Background: an optimization exercise with open tools, aiming at small area and a short achievable clock period. Do not read the settings as production practice.
Only simulation tests tie the RTL to the original design; equivalence was not proved.
Power is estimated from default activity; no workload was simulated.

## design.v

```verilog
module tomasulo_core (
    input  logic        clk,
    input  logic        rst,             
    input  logic        start,           
    input  logic [15:0] prog_len,        
    input  logic [15:0] start_pc,        
    input  logic [15:0] cycle_budget,    
    output logic        running,
    output logic        finished,        
    output logic [1:0]  status,          
    output logic [15:0] imem_addr,
    input  logic [47:0] imem_data,
    output logic [15:0] dmem_raddr,
    input  logic [15:0] dmem_rdata,
    output logic        dmem_we,
    output logic [15:0] dmem_waddr,
    output logic [15:0] dmem_wdata,
    output logic        issue_valid,     
    output logic        wb_valid,        
    output logic [15:0] wb_value,
    output logic        commit_valid,    
    output logic [3:0]  commit_op,
    output logic [2:0]  commit_rd,
    output logic [15:0] commit_value
);
    localparam int NSL = 5;    
    localparam logic [3:0] OP_LOAD  = 4'd0;
    localparam logic [3:0] OP_STORE = 4'd1;
    localparam logic [3:0] OP_BEQ   = 4'd2;
    localparam logic [3:0] OP_CALL  = 4'd3;
    localparam logic [3:0] OP_RET   = 4'd4;
    localparam logic [3:0] OP_ADD   = 4'd5;
    localparam logic [3:0] OP_ADDI  = 4'd6;
    localparam logic [3:0] OP_NAND  = 4'd7;
    localparam logic [3:0] OP_MUL   = 4'd8;
    function automatic logic [3:0] latency(input logic [3:0] op);
        case (op)
            OP_LOAD, OP_STORE:          latency = 4'd6;
            OP_ADD, OP_ADDI:            latency = 4'd2;
            OP_MUL:                     latency = 4'd8;
            default:                    latency = 4'd1;    
        endcase
    endfunction
    function automatic logic [2:0] inc5(input logic [2:0] p);
        inc5 = (p == 3'd4) ? 3'd0 : p + 3'd1;
    endfunction
    function automatic logic [2:0] age5(input logic [2:0] p, input logic [2:0] h);
        age5 = (p >= h) ? p - h : p + 3'd5 - h;
    endfunction
    logic                  run_q, fin_q, status_q;
    logic [15:0]           pc_q, len_q, rem_q;
    logic [7:1][15:0]      x_q;
    logic [7:1]            sv_q;
    logic [7:1][2:0]       sp_q;
    logic [2:0]            head_q, tail_q;
    logic [NSL-1:0]        vld_q;              
    logic [NSL-1:0]        st_q;               
    logic [NSL-1:0][3:0]   op_q;
    logic [NSL-1:0][2:0]   rd_q;
    logic [NSL-1:0][15:0]  a_q, b_q;
    logic [NSL-1:0]        qjv_q, qkv_q;
    logic [NSL-1:0][2:0]   qj_q, qk_q;
    logic [NSL-1:0][3:0]   left_q;
    logic [15:0]           simm_q;             
    logic [15:0]           btgt_q;             
    logic [1:0]            lbusy_q, lstart_q, lfetch_q;
    logic [1:0][NSL-1:0]   loh_q;              
    logic [1:0][15:0]      lreg_q;             
    logic [15:0]           acc_q;              
    logic                  cv_q;               
    logic [NSL-1:0]        cw_q;
    logic [15:0]           cval_q;
    logic                  run_d, fin_d, status_d;
    logic [15:0]           pc_d, rem_d;
    logic [7:1][15:0]      x_d;
    logic [7:1]            sv_d;
    logic [7:1][2:0]       sp_d;
    logic [2:0]            head_d, tail_d;
    logic [NSL-1:0]        vld_d, st_d;
    logic [NSL-1:0][3:0]   op_d;
    logic [NSL-1:0][2:0]   rd_d;
    logic [NSL-1:0][15:0]  a_d, b_d;
    logic [NSL-1:0]        qjv_d, qkv_d;
    logic [NSL-1:0][2:0]   qj_d, qk_d;
    logic [NSL-1:0][3:0]   left_d;
    logic [15:0]           simm_d, btgt_d;
    logic [1:0]            lbusy_d, lstart_d, lfetch_d;
    logic [1:0][NSL-1:0]   loh_d;
    logic [1:0][15:0]      lreg_d;
    logic [15:0]           acc_d;
    logic                  cv_d;
    logic [NSL-1:0]        cw_d;
    logic [15:0]           cval_d;
    logic [3:0]  in_op;
    logic [2:0]  in_ra, in_rb, in_rc;
    logic [15:0] in_imm, in_tgt;
    assign in_op  = imem_data[47:44];
    assign in_ra  = imem_data[43:41];
    assign in_rb  = imem_data[40:38];
    assign in_rc  = imem_data[37:35];
    assign in_imm = imem_data[31:16];
    assign in_tgt = imem_data[15:0];
    logic [2:0]            h, t;
    logic                  c_commit, c_squash, cdb_v;
    logic [15:0]           pc_c;
    logic [NSL-1:0]        vld_c, st_r, ex, cand, win;
    logic [1:0]            lbusy_r;
    logic [1:0][15:0]      ea;
    logic [1:0]            blk;
    logic                  fsel, isel, ret_if, free_ok, iss;
    logic [2:0]            n_add, n_addi, n_nand;
    logic                  b_load, b_store, b_beq, b_call, b_ret, b_mul;
    logic [2:0]            q;
    logic [15:0]           cj_v, ck_v;
    logic                  cj_q, ck_q;
    logic [2:0]            cj_p, ck_p;
    logic                  dst;
    logic [15:0]           ma, mb, pp;
    logic [3:0]            ml;
    logic                  mex;
    logic [15:0]           wa, wb;
    logic [3:0]            wop;
    logic                  wl0;
    logic [15:0]           sum;
    logic [NSL-1:0][2:0]   ag;
    always_comb begin
        run_d = run_q;  fin_d = fin_q;  status_d = status_q;
        pc_d = pc_q;  rem_d = rem_q;  x_d = x_q;  sv_d = sv_q;  sp_d = sp_q;
        head_d = head_q;  tail_d = tail_q;  vld_d = vld_q;  st_d = st_q;
        op_d = op_q;  rd_d = rd_q;  a_d = a_q;  b_d = b_q;
        qjv_d = qjv_q;  qkv_d = qkv_q;  qj_d = qj_q;  qk_d = qk_q;  left_d = left_q;
        simm_d = simm_q;  btgt_d = btgt_q;
        lbusy_d = lbusy_q;  lstart_d = lstart_q;  lfetch_d = lfetch_q;
        loh_d = loh_q;  lreg_d = lreg_q;  acc_d = acc_q;
        cv_d = 1'b0;  cw_d = cw_q;  cval_d = cval_q;
        dmem_we = 1'b0;  dmem_waddr = 16'd0;  dmem_wdata = 16'd0;
        dmem_raddr = lreg_q[0];
        imem_addr = pc_q;
        issue_valid = 1'b0;
        commit_valid = 1'b0;  commit_op = 4'd0;  commit_rd = 3'd0;  commit_value = 16'd0;
        wb_valid = 1'b0;  wb_value = cval_q;
        h = head_q;  t = tail_q;
        c_commit = 1'b0;  c_squash = 1'b0;  cdb_v = 1'b0;
        pc_c = pc_q;  vld_c = vld_q;  st_r = st_q;  ex = '0;  cand = '0;  win = '0;
        lbusy_r = lbusy_q;  ea = '0;  blk = '0;  fsel = 1'b0;  isel = 1'b0;
        ret_if = 1'b0;  free_ok = 1'b0;  iss = 1'b0;
        n_add = 3'd0;  n_addi = 3'd0;  n_nand = 3'd0;
        b_load = 1'b0;  b_store = 1'b0;  b_beq = 1'b0;  b_call = 1'b0;  b_ret = 1'b0;  b_mul = 1'b0;
        q = 3'd0;  cj_v = 16'd0;  ck_v = 16'd0;  cj_q = 1'b0;  ck_q = 1'b0;  cj_p = 3'd0;  ck_p = 3'd0;
        dst = 1'b0;  ma = 16'd0;  mb = 16'd0;  pp = 16'd0;  ml = 4'd0;  mex = 1'b0;
        wa = 16'd0;  wb = 16'd0;  wop = 4'd0;  wl0 = 1'b0;  sum = 16'd0;
        for (int i = 0; i < NSL; i++) ag[i] = age5(3'(i), head_q);
        if (run_q) begin
            rem_d = rem_q - 16'd1;
            if (vld_q[h] && !st_q[h]) begin
                c_commit     = 1'b1;
                commit_valid = 1'b1;
                commit_op    = op_q[h];
                commit_rd    = rd_q[h];
                commit_value = a_q[h];
                vld_c[h]     = 1'b0;
                case (op_q[h])
                    OP_STORE: begin
                        dmem_we    = 1'b1;
                        dmem_waddr = b_q[h];
                        dmem_wdata = a_q[h];
                    end
                    OP_BEQ: begin
                        if (a_q[h][0]) c_squash = 1'b1;
                    end
                    OP_RET: pc_c = a_q[h];
                    default: begin
                        if (rd_q[h] != 3'd0) begin
                            x_d[rd_q[h]] = a_q[h];
                            if (sv_q[rd_q[h]] && sp_q[rd_q[h]] == h)
                                sv_d[rd_q[h]] = 1'b0;
                        end
                    end
                endcase
                head_d = inc5(h);
            end
            if (c_squash) begin
                pc_c    = b_q[h];
                vld_c   = '0;
                st_r    = '0;
                lbusy_r = '0;
                sv_d    = '0;
                t       = inc5(h);
            end
            cdb_v = cv_q && !c_squash;
            if (cdb_v) begin
                st_r = st_r & ~cw_q;
                for (int j = 0; j < 2; j++)
                    if ((loh_q[j] & cw_q) != '0) lbusy_r[j] = 1'b0;
                wb_valid = 1'b1;
            end
            for (int j = 0; j < 2; j++) begin
                for (int i = 0; i < NSL; i++)
                    if (loh_q[j][i]) ea[j] = ea[j] | a_q[i];
                ea[j] = ea[j] + lreg_q[j];
                for (int i = 0; i < NSL; i++)
                    for (int k = 0; k < NSL; k++)
                        if (loh_q[j][i] && k != i && ag[k] < ag[i] && vld_c[k] &&
                            op_q[k] == OP_STORE && (st_q[k] || b_q[k] == ea[j]))
                            blk[j] = 1'b1;
            end
            for (int i = 0; i < NSL; i++) begin
                ex[i] = st_r[i] && !qjv_q[i] && !qkv_q[i] && left_q[i] != 4'd0;
                for (int j = 0; j < 2; j++)
                    if (loh_q[j][i] && lbusy_q[j] && !lstart_q[j] && blk[j]) ex[i] = 1'b0;
                if (ex[i]) left_d[i] = left_q[i] - 4'd1;
                cand[i] = st_r[i] && (left_q[i] == 4'd0 || (ex[i] && left_q[i] == 4'd1));
                if (st_q[i] && op_q[i] == OP_MUL) begin
                    ma = a_q[i];
                    mb = b_q[i];
                    ml = left_q[i];
                    mex = ex[i];
                end
            end
            for (int j = 0; j < 2; j++) begin
                if (lbusy_q[j] && !lstart_q[j] && (loh_q[j] & ex) != '0) begin
                    lstart_d[j] = 1'b1;
                    lreg_d[j]   = ea[j];
                end
            end
            if (mex) begin
                if (mb[2*ml-1]) pp = pp + {ma[14:0], 1'b0};
                if (mb[2*ml-2]) pp = pp + ma;
                acc_d = ((ml == 4'd8) ? 16'd0 : {acc_q[13:0], 2'b00}) + pp;
            end
            fsel = !(lbusy_q[0] && lstart_q[0] && !lfetch_q[0]);
            dmem_raddr = lreg_q[fsel];
            if (lbusy_q[fsel] && lstart_q[fsel] && !lfetch_q[fsel]) begin
                lreg_d[fsel]   = dmem_rdata;
                lfetch_d[fsel] = 1'b1;
            end
            imem_addr = pc_c;
            for (int i = 0; i < NSL; i++) begin
                if (vld_c[i] && op_q[i] == OP_RET) ret_if = 1'b1;
                if (st_r[i]) begin
                    case (op_q[i])
                        OP_STORE: b_store = 1'b1;
                        OP_BEQ:   b_beq   = 1'b1;
                        OP_CALL:  b_call  = 1'b1;
                        OP_RET:   b_ret   = 1'b1;
                        OP_MUL:   b_mul   = 1'b1;
                        OP_ADD:   n_add   = n_add + 3'd1;
                        OP_ADDI:  n_addi  = n_addi + 3'd1;
                        OP_NAND:  n_nand  = n_nand + 3'd1;
                        default: ;
                    endcase
                end
            end
            b_load = lbusy_r[0] && lbusy_r[1];
            case (in_op)
                OP_LOAD:  free_ok = !b_load;
                OP_STORE: free_ok = !b_store;
                OP_BEQ:   free_ok = !b_beq;
                OP_CALL:  free_ok = !b_call;
                OP_RET:   free_ok = !b_ret;
                OP_ADD:   free_ok = n_add < 3'd4;
                OP_ADDI:  free_ok = n_addi < 3'd4;
                OP_NAND:  free_ok = n_nand < 3'd2;
                OP_MUL:   free_ok = !b_mul;
                default:  free_ok = 1'b0;
            endcase
            if (pc_c < len_q && !ret_if && vld_c != '1 && free_ok) begin
                iss = 1'b1;
                issue_valid = 1'b1;
                case (in_op)
                    OP_ADD, OP_NAND, OP_MUL, OP_ADDI, OP_LOAD: q = in_rb;
                    OP_STORE, OP_BEQ:                          q = in_ra;
                    OP_RET:                                    q = 3'd1;
                    default:                                   q = 3'd0;
                endcase
                if (q != 3'd0) begin
                    if (!sv_d[q])             cj_v = x_d[q];
                    else if (!st_q[sp_d[q]]) cj_v = a_q[sp_d[q]];
                    else begin cj_q = 1'b1; cj_p = sp_d[q]; end
                end
                if (in_op == OP_CALL) cj_v = pc_c + 16'd1;
                case (in_op)
                    OP_ADD, OP_NAND, OP_MUL: q = in_rc;
                    OP_STORE, OP_BEQ:        q = in_rb;
                    default:                 q = 3'd0;
                endcase
                if (q != 3'd0) begin
                    if (!sv_d[q])             ck_v = x_d[q];
                    else if (!st_q[sp_d[q]]) ck_v = a_q[sp_d[q]];
                    else begin ck_q = 1'b1; ck_p = sp_d[q]; end
                end
                if (in_op == OP_ADDI) ck_v = in_imm;
                dst = (in_op == OP_ADD || in_op == OP_ADDI || in_op == OP_NAND ||
                       in_op == OP_MUL || in_op == OP_LOAD || in_op == OP_CALL);
                vld_c[t]  = 1'b1;
                st_r[t]   = 1'b1;
                op_d[t]   = in_op;
                rd_d[t]   = (in_op == OP_CALL) ? 3'd1 : in_ra;
                a_d[t]    = cj_v;
                qjv_d[t]  = cj_q;
                qj_d[t]   = cj_p;
                b_d[t]    = ck_v;
                qkv_d[t]  = ck_q;
                qk_d[t]   = ck_p;
                left_d[t] = latency(in_op);
                case (in_op)
                    OP_LOAD: begin
                        isel = lbusy_r[0];
                        lbusy_r[isel]  = 1'b1;
                        loh_d[isel]    = '0;
                        loh_d[isel][t] = 1'b1;
                        lreg_d[isel]   = in_imm;
                        lstart_d[isel] = 1'b0;
                        lfetch_d[isel] = 1'b0;
                    end
                    OP_STORE: simm_d = in_imm;
                    OP_BEQ:   btgt_d = in_tgt;
                    default: ;
                endcase
                if (dst && rd_d[t] != 3'd0) begin
                    sv_d[rd_d[t]] = 1'b1;
                    sp_d[rd_d[t]] = t;
                end
                t    = inc5(t);
                pc_c = (in_op == OP_CALL) ? in_tgt : pc_c + 16'd1;
            end
            pc_d = pc_c;
            tail_d = t;
            vld_d = vld_c;
            st_d = st_r;
            lbusy_d = lbusy_r;
            if (cdb_v) begin
                for (int i = 0; i < NSL; i++) begin
                    if (cw_q[i]) begin
                        a_d[i] = cval_q;
                        if (op_q[i] == OP_STORE) b_d[i] = simm_q;
                        if (op_q[i] == OP_BEQ)   b_d[i] = btgt_q;
                    end
                    if (qjv_d[i] && cw_q[qj_d[i]]) begin
                        a_d[i]   = cval_q;
                        qjv_d[i] = 1'b0;
                    end
                    if (qkv_d[i] && cw_q[qk_d[i]]) begin
                        b_d[i]   = cval_q;
                        qkv_d[i] = 1'b0;
                    end
                end
            end
            for (int i = 0; i < NSL; i++) begin
                win[i] = cand[i];
                for (int k = 0; k < NSL; k++)
                    if (k != i && cand[k] && ag[k] < ag[i]) win[i] = 1'b0;
            end
            for (int i = 0; i < NSL; i++) begin
                if (win[i]) begin
                    wa  = wa | a_q[i];
                    wb  = wb | b_q[i];
                    wop = wop | op_q[i];
                end
            end
            wl0 = (loh_q[0] & win) != '0 && lbusy_q[0];
            sum = ((wop == OP_STORE) ? simm_q : wa) + wb;
            cv_d = cand != '0;
            cw_d = win;
            case (wop)
                OP_LOAD:         cval_d = wl0 ? lreg_q[0] : lreg_q[1];
                OP_BEQ:          cval_d = {15'd0, wa == wb};
                OP_ADD, OP_ADDI: cval_d = sum;
                OP_NAND:         cval_d = ~(wa & wb);
                OP_MUL:          cval_d = acc_d;
                default:         cval_d = wa;     
            endcase
            if (cv_d && wop == OP_STORE) simm_d = sum;
            if (vld_c == '0 && !(pc_c < len_q)) begin
                run_d = 1'b0;  fin_d = 1'b1;  status_d = 1'b0;
            end else if (rem_q <= 16'd1) begin
                run_d = 1'b0;  fin_d = 1'b1;  status_d = 1'b1;
            end
        end
    end
    assign running  = run_q;
    assign finished = fin_q;
    assign status   = {1'b0, status_q};
    always_ff @(posedge clk) begin
        if (rst) begin
            run_q    <= 1'b0;
            fin_q    <= 1'b0;
            status_q <= 1'b0;
        end else if (!run_q && start) begin
            run_q    <= 1'b1;
            fin_q    <= 1'b0;
            status_q <= 1'b0;
            pc_q     <= start_pc;
            len_q    <= prog_len;
            rem_q    <= cycle_budget;
            x_q      <= '0;
            sv_q     <= '0;
            head_q   <= 3'd0;
            tail_q   <= 3'd0;
            vld_q    <= '0;
            st_q     <= '0;
            lbusy_q  <= '0;
            cv_q     <= 1'b0;
        end else begin
            run_q    <= run_d;
            fin_q    <= fin_d;
            status_q <= status_d;
            pc_q     <= pc_d;
            rem_q    <= rem_d;
            x_q      <= x_d;
            sv_q     <= sv_d;
            head_q   <= head_d;
            tail_q   <= tail_d;
            vld_q    <= vld_d;
            st_q     <= st_d;
            lbusy_q  <= lbusy_d;
            cv_q     <= cv_d;
        end
    end
    always_ff @(posedge clk) begin
        sp_q     <= sp_d;
        op_q     <= op_d;
        rd_q     <= rd_d;
        a_q      <= a_d;
        b_q      <= b_d;
        qjv_q    <= qjv_d;
        qkv_q    <= qkv_d;
        qj_q     <= qj_d;
        qk_q     <= qk_d;
        left_q   <= left_d;
        simm_q   <= simm_d;
        btgt_q   <= btgt_d;
        lstart_q <= lstart_d;
        lfetch_q <= lfetch_d;
        loh_q    <= loh_d;
        lreg_q   <= lreg_d;
        acc_q    <= acc_d;
        cw_q     <= cw_d;
        cval_q   <= cval_d;
    end
endmodule
```

## run.sh

```bash
#!/bin/bash
# synth_recipe.tcl (not shown) runs the flow's synth.tcl, then flattens the netlist and writes it again
# the make line also repeats each setting of config.mk as NAME=value (left out here)
make -C /OpenROAD-flow-scripts/flow DESIGN_CONFIG=/design/flow/config.mk WORK_HOME=/design/flow/orfs CLKGATE_MAP_FILE= SYNTH_SCRIPT=/design/flow/synth_recipe.tcl finish
```

## config.mk

```make
export PLATFORM = sky130hd
export DESIGN_NAME = tomasulo_core
export DESIGN_NICKNAME = tomasulo_core
export VERILOG_FILES = /design/flow/design.v
export SDC_FILE = /design/flow/constraint.sdc
export NUM_CORES = 4
export LEC_CHECK = 0
export CAP_MARGIN = 20
export CORE_MARGIN = 2
export CORE_UTILIZATION = 30
export SLEW_MARGIN = 20
```

## constraint.sdc

```tcl
create_clock -name core_clock -period 34.0 [get_ports {clk}]
set_input_delay 6.8000 -clock core_clock [delete_from_list [all_inputs] [get_ports {clk}]]
set_output_delay 6.8000 -clock core_clock [all_outputs]
set_load 0.01 [all_outputs]
```

==> run notes <==
Outcome
The flow ran to the end and the layout has no timing, DRC or antenna violations.

Die
The height of the die is 446 microns. The top-level I/O count is 226. The die covers 199000 sq um. The initial core utilization is between 30% and 40%. After floorplanning, the core was divided into 162 placement rows.

The region available for standard cell placement spans between 150000 and 200000 sq um. The width of the die is 446 microns.

Worst setup path
The cell depth of the worst flop-to-flop path is 48. The data arrival time at the worst-slack endpoint is between 10 and 15 ns. STA classifies the critical path startpoint as an input port. The startpoint-to-endpoint class of the critical path is input port to output pin. For the worst setup path, the data required time is 27.20 ns.

In this run the register-to-register setup slack is about 20 ns. The kind of end point of the critical path is an output pin. Along the worst path, the maximum fanout reaches 38.

Timing
The final number of hold-violating endpoints is 0. The setup skew after layout is slightly below 0.09 ns. The number of pins exceeding their max-slew limit in the final report is 0. For the pin with the worst max-slew slack, the measured transition is ~1.3 ns.

The maximum operating frequency is 0.0527 GHz. Setup repair after global routing left no endpoint under its margin. The worst path uses 55.8% of the clock period. The post-route minimum period is around 19 ns. After layout, the worst setup slack is 15.04 ns. Setup violations remaining at the end of the flow were counted as 0. The worst slew margin relative to its limit is between 10% and 20%.

The setup total negative slack is 0 ns.

CTS
In this run the number of H-tree levels came out at 3. The buffer levels on the longest clock path is 3. TritonCTS built the clock tree. The clock input transition at the sequential cells of the worst setup and hold paths is 0.05 ns. For the worst-skew pair, the clock arrives at the later sink with an insertion delay of 0.77 ns. The number of hold buffers added after CTS was 0. The post-CTS setup buffer count is 0. In this run the clock root is driven by a sky130_fd_sc_hd__clkbuf_16. The tree built by TritonCTS fans out to 580 sinks.

The number of buffers created by CTS is 78. The post-cts gate resize count is 0.

Logic synthesis
The fraction of the mapped netlist area in adder cells is 5.19%. The count of warnings emitted by yosys is 1. Of the total synthesized cell area, the portion taken by AND, OR, NAND and NOR gates is 17.4%. The portion of synthesized area spent on multiplexers is under 10%. Among all flip-flop cells after synthesis, the most frequent one is sky130_fd_sc_hd__edfxtp_1. After synthesis, the share of flip-flops with an asynchronous set or reset is 0%. After synthesis the cells add up to between 50000 and 60000 sq um. The xor/xnor share of the synthesized area is ~4.6%. After technology mapping, the gate count stands at approximately 7000. The number of flops mapped to enable cells by yosys is a little under 600. The synthesized netlist contains 130 unique library cells.

By area the synthesized netlist is led by sky130_fd_sc_hd__edfxtp_1 30%, sky130_fd_sc_hd__nor2_1 5.1%, sky130_fd_sc_hd__ha_1 4.7%. After synthesis the netlist holds a flip-flop and latch count of 580. Summing the areas of all compound-gate instances in the mapped netlist gives 26.9% of the synthesized area. Summed over its instances, the top area cell type makes up between 20% and 30% of the synthesized netlist area. Averaged over all synthesized cells, the footprint is 8.33 sq um. The number of nets in the synthesized netlist is approximately 7400. The combinational family with the most area after synthesis is compound AO/OA/AOI/OAI gates. Summing the sequential cell areas from Yosys gives 29.7% of the chip area. The library cell with the largest summed area after synthesis is sky130_fd_sc_hd__edfxtp_1.

Detailed routing
The detailed-route vias per instance is 6.63. The number of routed nets with antenna violations is 0. The final layout contains routed wiring with a total length of 328000 microns. The detailed router placed 63200 vias in this run. The starting DRC count in detailed routing is 11400. The detailed-routing iteration count for the pre-antenna-repair pass is 12.

After detailed routing, the average wire length per cell comes to about 34 microns. The total DRC errors in the routed layout is 0.

Cells and area
The library cell used most frequently in the layout, excluding fill and tap cells, is sky130_fd_sc_hd__nor2_1. The number of fillers in the final layout is approximately 20000. The net count of the finished layout is around 7300. The share of cells above drive strength 1 is between 10% and 20%. The top cell types in the final layout, fill and taps aside, are 779 x sky130_fd_sc_hd__nor2_1, 635 x sky130_fd_sc_hd__nand2_1, 577 x sky130_fd_sc_hd__edfxtp_1, 546 x sky130_fd_sc_hd__a21oi_1, 390 x sky130_fd_sc_hd__o21ai_0. The area growth from synthesis to layout is 12.8%.

Placement
The count of buffers inserted at the top-level ports is 221. The post-detailed-placement half-perimeter wirelength is 243000 microns. The final weighted congestion in routability-driven placement is 1.04. The worst slack at placement is 15.25 ns.

Power and ir drop
VDD sags by at most 0.0354 mV. The power density over cell area is 45.4 nW/um^2. The static power due to leakage is 24.0 nW.

Flow run
Max-cap violations in this run came to 0.

Global route
The first global-routing pass estimated approximately 450000 microns of wire. The initial antenna violation count is 30. Entering global routing, the biggest net connects 98 pins. For this run the aggregate overflow at the end of global routing stands at 0. The via count of the first global-routing pass is 57800.

The total routing resource utilization after global routing is 31.6%.

Worst hold path
The worst hold path depth is 2. The type of the most critical hold path is flop to flop.
flip-flops by register name (all words and copies together), names as in the netlist, 20 cells and up:
register and flops:
left_q 20, lreg_q 32, a_q 80, op_q 20, b_q 80, sp_q 21
x_q 112
final timing paths:
kind	from	to
max	imem_data[44]	issue_valid
min	fin_q$_SDFFE_PP0P_	fin_q$_SDFFE_PP0P_
max reg2reg	head_q[1]$_SDFFCE_PP0P_	simm_q[15]$_DFFE_PP_
min reg2reg	fin_q$_SDFFE_PP0P_	fin_q$_SDFFE_PP0P_
cells by family (layout without fill, tap and decap cells):
logic type | count (synthesis) | in the layout
simple gates | 2205 | 2205
flops | 580 | 580
xor+xnor | 272 | 272
compound gates | 2281 | 2281
mux | 521 | 521
other cells | 1 | 14
buf+inv | 924 | 881
fa+ha+maj | 235 | 235
cell type report:
cell class | count | area (sq um) | area share, %
timing repair buffer | 471 | 4140 | 6.27
clock buffer | 93 | 2030 | 3.08
antenna | 13 | 32.5 | 0.0493
sequential | 580 | 17400 | 26.4
multi-input combinational | 5515 | 37800 | 57.3
clock inverter | 47 | 383 | 0.580
tap | 2542 | 3180 | 4.82
inverter | 270 | 1020 | 1.54
critical path: stages:
cell and delay [ns]:
sky130_fd_sc_hd__clkdlybuf4s50_1 0.40, sky130_fd_sc_hd__buf_4 0.26, sky130_fd_sc_hd__nor3_1 0.84, sky130_fd_sc_hd__inv_1 0.37, sky130_fd_sc_hd__a221oi_1 0.52, sky130_fd_sc_hd__o211ai_1 0.47, sky130_fd_sc_hd__nor4_2 0.68, sky130_fd_sc_hd__o311ai_4 0.18
sky130_fd_sc_hd__buf_4 0.34, sky130_fd_sc_hd__nor2_4 0.12, sky130_fd_sc_hd__buf_4 0.45, sky130_fd_sc_hd__clkdlybuf4s50_1 0.68
report_power, final:
group	total, mW	internal (mW)	leakage (nW)	switching (mW)
Clock	0.825	0.445	1.16	0.381
Sequential	0.938	0.853	5.51	0.0857
Combinational	1.23	0.409	17.3	0.820
stage by stage:
step	util (%)	hold slack (ns)	total power, mW	cell area [sq um]	std cells
after floorplan	-	0.469	1.67	58500	7019
after global placement	32.6	0.452	2.11	63400	9371
after detailed placement	32.6	0.451	2.12	63400	9372
after CTS	33.9	0.467	2.94	65900	9512
after global routing	33.9	0.496	3.07	65900	9521
final	33.9	0.463	2.99	66000	9531
metal layers:
metal	up-vias	part of all wire [%]	track usage (%)	routed length (microns)
met2	4848	41	45.6	134000
met5	-	0.038	0	124
li1	26300	-	-	-
met1	30900	38	40.4	126000
met3	1089	13	10.5	43100
met4	18	7.7	19.6	25300
cell usage after synthesis, types with 38 or more instances:
cell type,number
sky130_fd_sc_hd__o221ai_1,53
sky130_fd_sc_hd__clkbuf_1,488
sky130_fd_sc_hd__buf_2,56
sky130_fd_sc_hd__or3_1,46
sky130_fd_sc_hd__nor2b_1,38
sky130_fd_sc_hd__a221oi_1,81
sky130_fd_sc_hd__nand4_1,60
sky130_fd_sc_hd__nand3_1,146
sky130_fd_sc_hd__o211ai_1,109
sky130_fd_sc_hd__ha_1,222
sky130_fd_sc_hd__and3_1,48
sky130_fd_sc_hd__a31oi_1,45
sky130_fd_sc_hd__a21o_1,39
sky130_fd_sc_hd__buf_1,80
sky130_fd_sc_hd__a22o_1,91
sky130_fd_sc_hd__nand2b_1,54
sky130_fd_sc_hd__a21oi_1,547
sky130_fd_sc_hd__mux2i_1,243
sky130_fd_sc_hd__xnor2_1,151
sky130_fd_sc_hd__a211oi_1,60
sky130_fd_sc_hd__nor3_1,130
sky130_fd_sc_hd__nor2_1,790
sky130_fd_sc_hd__and2_1,69
sky130_fd_sc_hd__nor4_1,43
sky130_fd_sc_hd__xor2_1,99
sky130_fd_sc_hd__o21ai_0,392
sky130_fd_sc_hd__mux2_2,230
sky130_fd_sc_hd__edfxtp_1,577
sky130_fd_sc_hd__a22oi_1,145
sky130_fd_sc_hd__o22ai_1,175
sky130_fd_sc_hd__nand2_1,636
sky130_fd_sc_hd__inv_1,255
sky130_fd_sc_hd__a222oi_1,75

-- port drivers added, routing unchanged --
In the flow no input, the clock included, has a driving cell. The finished layout below was timed again as built, in two steps. Step 1 (the two cells are an assumption about what drives the block):
set clk [get_ports {clk}]
set_driving_cell -lib_cell sky130_fd_sc_hd__clkbuf_16 $clk
set_driving_cell -lib_cell sky130_fd_sc_hd__buf_2 [delete_from_list [all_inputs] $clk]
Step 2, shift: input delay + t, output delay - t, t = (earliest + latest rising clock arrival at the registers) / 2. This alone moves slack from input paths to output paths. Slacks: ideal ports / drivers / drivers and shift; pairs: ideal ports / drivers.
t, ns: 0.809
setup slack, ns: 15.042 / 15.020 / 15.020
worst register clock-pin slew, ns: 0.07 / 0.07
After both steps this run still meets setup and hold. The setup slack of this run moves by -0.022 ns with the drivers and by -0.022 ns with both steps.
